This is an optimization exercise on Yosys and OpenROAD, whose aim is small area, not a production implementation.
The RTL was checked by simulation tests, not by an equivalence proof against the original design.
No activity file was given, so power comes from the tool's default toggle rates.

==> flow/design.v (excerpt) <==
module msf60_core (
    input  wire        clk,
    input  wire        rst,           
    input  wire        cmd_valid,
    output wire        cmd_ready,
    input  wire [63:0] cmd_word,
    output wire        rsp_valid,
    output wire [31:0] rsp_data,
    output wire        acc_valid,
    input  wire        acc_ready,
    output wire [3:0]  acc_kind,
    output wire [8:0]  acc_value,
    output wire        acc_is_valid,
    output wire        acc_track,
    input  wire        acc_answer
);
==> flow/config.mk <==
export PLATFORM = sky130hd
export DESIGN_NAME = msf60_core
export DESIGN_NICKNAME = msf60_core
export VERILOG_FILES = /design/flow/design.v
export SDC_FILE = /design/flow/constraint.sdc
export NUM_CORES = 4
export LEC_CHECK = 0
export ABC_AREA = 1
export CAP_MARGIN = 20
export CORE_MARGIN = 2
export CORE_UTILIZATION = 40
export CTS_BUF_LIST = sky130_fd_sc_hd__clkbuf_4
export CTS_CLUSTER_SIZE = 30
export PLACE_DENSITY = 0.6
export SLEW_MARGIN = 20
==> flow/constraint.sdc <==
create_clock -name core_clock -period 15.0 [get_ports {clk}]
set_input_delay 3.0000 -clock core_clock [delete_from_list [all_inputs] [get_ports {clk}]]
set_output_delay 3.0000 -clock core_clock [all_outputs]
set_load 0.01 [all_outputs]
run.sh (not shown) runs the stock make flow with config.mk's settings and CLKGATE_MAP_FILE= SYNTH_SCRIPT=/design/flow/synth_recipe.tcl, a recipe that flattens the netlist after the stock synthesis.
The starting point finished clean.
Then changed:
--- a/flow/config.mk
+++ b/flow/config.mk
@@ -12,2 +12,3 @@
-export CTS_BUF_LIST = sky130_fd_sc_hd__clkbuf_4
-export CTS_CLUSTER_SIZE = 30
+export CTS_BUF_LIST = sky130_fd_sc_hd__clkbuf_8
+export CTS_CLUSTER_DIAMETER = 100
+export CTS_CLUSTER_SIZE = 16
Cell count came out lower by 6.0%. Non-clock buffer count is unchanged. Die area is unchanged. Register-to-register slack loses 0.04 ns. Fmax came out higher by 2.1%. Hold slack gains 0.018 ns. Total power came out lower by 17%. First-iteration DRC count barely changes.
Then changed:
==> flow/flow/run.sh (new file) <==
#!/bin/bash
# Standard layout, with the port buffers that buffer_ports inserts made the
# smallest buffer of the library instead of clkdlybuf4s50_1.
set -euo pipefail
export BUFFER_PORTS_ARGS="-buffer_cell sky130_fd_sc_hd__buf_1"
bash standard.sh > standard.log 2>&1
==> flow/standard.sh (new file) <==
#!/bin/bash
# synth_recipe.tcl (not shown) runs the flow's synth.tcl, then flattens the netlist and writes it again
# the make line also repeats each setting of config.mk as NAME=value (left out here)
make -C /OpenROAD-flow-scripts/flow DESIGN_CONFIG=/design/flow/config.mk WORK_HOME=/design/flow/orfs CLKGATE_MAP_FILE= SYNTH_SCRIPT=/design/flow/synth_recipe.tcl "${@:-finish}"
--- a/flow/config.mk
+++ b/flow/config.mk
@@ -11 +11 @@
-export CORE_UTILIZATION = 40
+export CORE_UTILIZATION = 60
@@ -13 +13 @@
-export CTS_CLUSTER_DIAMETER = 100
+export CTS_CLUSTER_DIAMETER = 80
@@ -15 +15 @@
-export PLACE_DENSITY = 0.6
+export PLACE_DENSITY = 0.75
removed: flow/run.sh
What happened:
- The new run finished with timing, DRC and antenna clean
- worst setup slack improved by 0.38 ns
- final cell count came out lower by 7.9%
- synthesized area stays the same
- synthesized cell count stays the same
- routed wire length went down by 3.1%
- via count rises by 1.9%
- register-to-register slack gets better by 0.03 ns
Then changed:
==> flow/run.sh (new file) <==
#!/bin/bash
# synth_recipe.tcl (not shown) runs the flow's synth.tcl, then flattens the netlist and writes it again
# the make line also repeats each setting of config.mk as NAME=value (left out here)
make -C /OpenROAD-flow-scripts/flow DESIGN_CONFIG=/design/flow/config.mk WORK_HOME=/design/flow/orfs CLKGATE_MAP_FILE= SYNTH_SCRIPT=/design/flow/synth_recipe.tcl finish
--- a/flow/config.mk
+++ b/flow/config.mk
@@ -8 +7,0 @@
-export ABC_AREA = 1
@@ -11,5 +10,2 @@
-export CORE_UTILIZATION = 60
-export CTS_BUF_LIST = sky130_fd_sc_hd__clkbuf_8
-export CTS_CLUSTER_DIAMETER = 80
-export CTS_CLUSTER_SIZE = 16
-export PLACE_DENSITY = 0.75
+export CORE_UTILIZATION = 40
+export PLACE_DENSITY = 0.6
removed: flow/flow/run.sh
removed: flow/standard.sh
=>
- cell count rises by 1.2%
- area after synthesis rose by 2.5%
- critical path depth came out lower by 4
- routed wire length grows by 12%
- setup slack got worse by 0.80 ns
- die area rose by 52%
- core utilization fell by 17 points
- final area grows by 14%
- total power goes up by 14%
Then changed:
==> flow/flow/run.sh (new file) <==
#!/bin/bash
# Standard layout, with the port buffers that buffer_ports inserts made the
# smallest buffer of the library instead of clkdlybuf4s50_1.
set -euo pipefail
export BUFFER_PORTS_ARGS="-buffer_cell sky130_fd_sc_hd__buf_1"
bash standard.sh > standard.log 2>&1
==> flow/standard.sh (new file) <==
#!/bin/bash
# synth_recipe.tcl (not shown) runs the flow's synth.tcl, then flattens the netlist and writes it again
# the make line also repeats each setting of config.mk as NAME=value (left out here)
make -C /OpenROAD-flow-scripts/flow DESIGN_CONFIG=/design/flow/config.mk WORK_HOME=/design/flow/orfs CLKGATE_MAP_FILE= SYNTH_SCRIPT=/design/flow/synth_recipe.tcl "${@:-finish}"
--- a/flow/config.mk
+++ b/flow/config.mk
@@ -7,0 +8 @@
+export ABC_AREA = 1
@@ -10,0 +12,3 @@
+export CTS_BUF_LIST = sky130_fd_sc_hd__clkbuf_8
+export CTS_CLUSTER_DIAMETER = 100
+export CTS_CLUSTER_SIZE = 12
removed: flow/run.sh
Outcome: The changed run ran to the end with no violations; core utilization came out lower by 3.7 points; total power came out lower by 9.0%; count of clock-buffer cells in the layout came out lower by 13; routed wire length came out lower by 5.5%; hold slack is worse by 0.024 ns; critical path depth came out higher by 4; die area came out lower by 2.4%; combinational power came out higher by 76%; design area came out lower by 10%; register-to-register slack is worse by 0.18 ns; setup slack is better by 0.88 ns.

==> what the ideal ports hide <==
How much do the figures lean on ideal ports? The routed layouts below were timed once more, with nothing changed but the port constraints. Step 1, drivers: a clkbuf_16 drives clk and a buf_2 each remaining input, both assumed. Step 2 also shifts input and output timing later by t, the mid clock arrival at the registers, as if the neighbouring blocks saw the same clock. Three values: no drivers, after step 1, after step 2; two values: the first two.
| run | t (ns) | setup WS [ns] | latest minus earliest clock arrival (ns) |
|---|---|---|---|
| the first run | 0.772 | 7.645 / 7.601 / 8.372 | 0.078 / 0.077 |
| the second run | 0.639 | 7.799 / 7.755 / 8.393 | 0.033 / 0.033 |
| the third run | 0.631 | 8.181 / 8.141 / 8.771 | 0.056 / 0.055 |
| the fourth run | 0.566 | 7.384 / 7.335 / 7.901 | 0.022 / 0.022 |
| the fifth run | 0.596 | 8.263 / 8.217 / 8.813 | 0.049 / 0.048 |
After both steps every run listed still meets setup and hold.
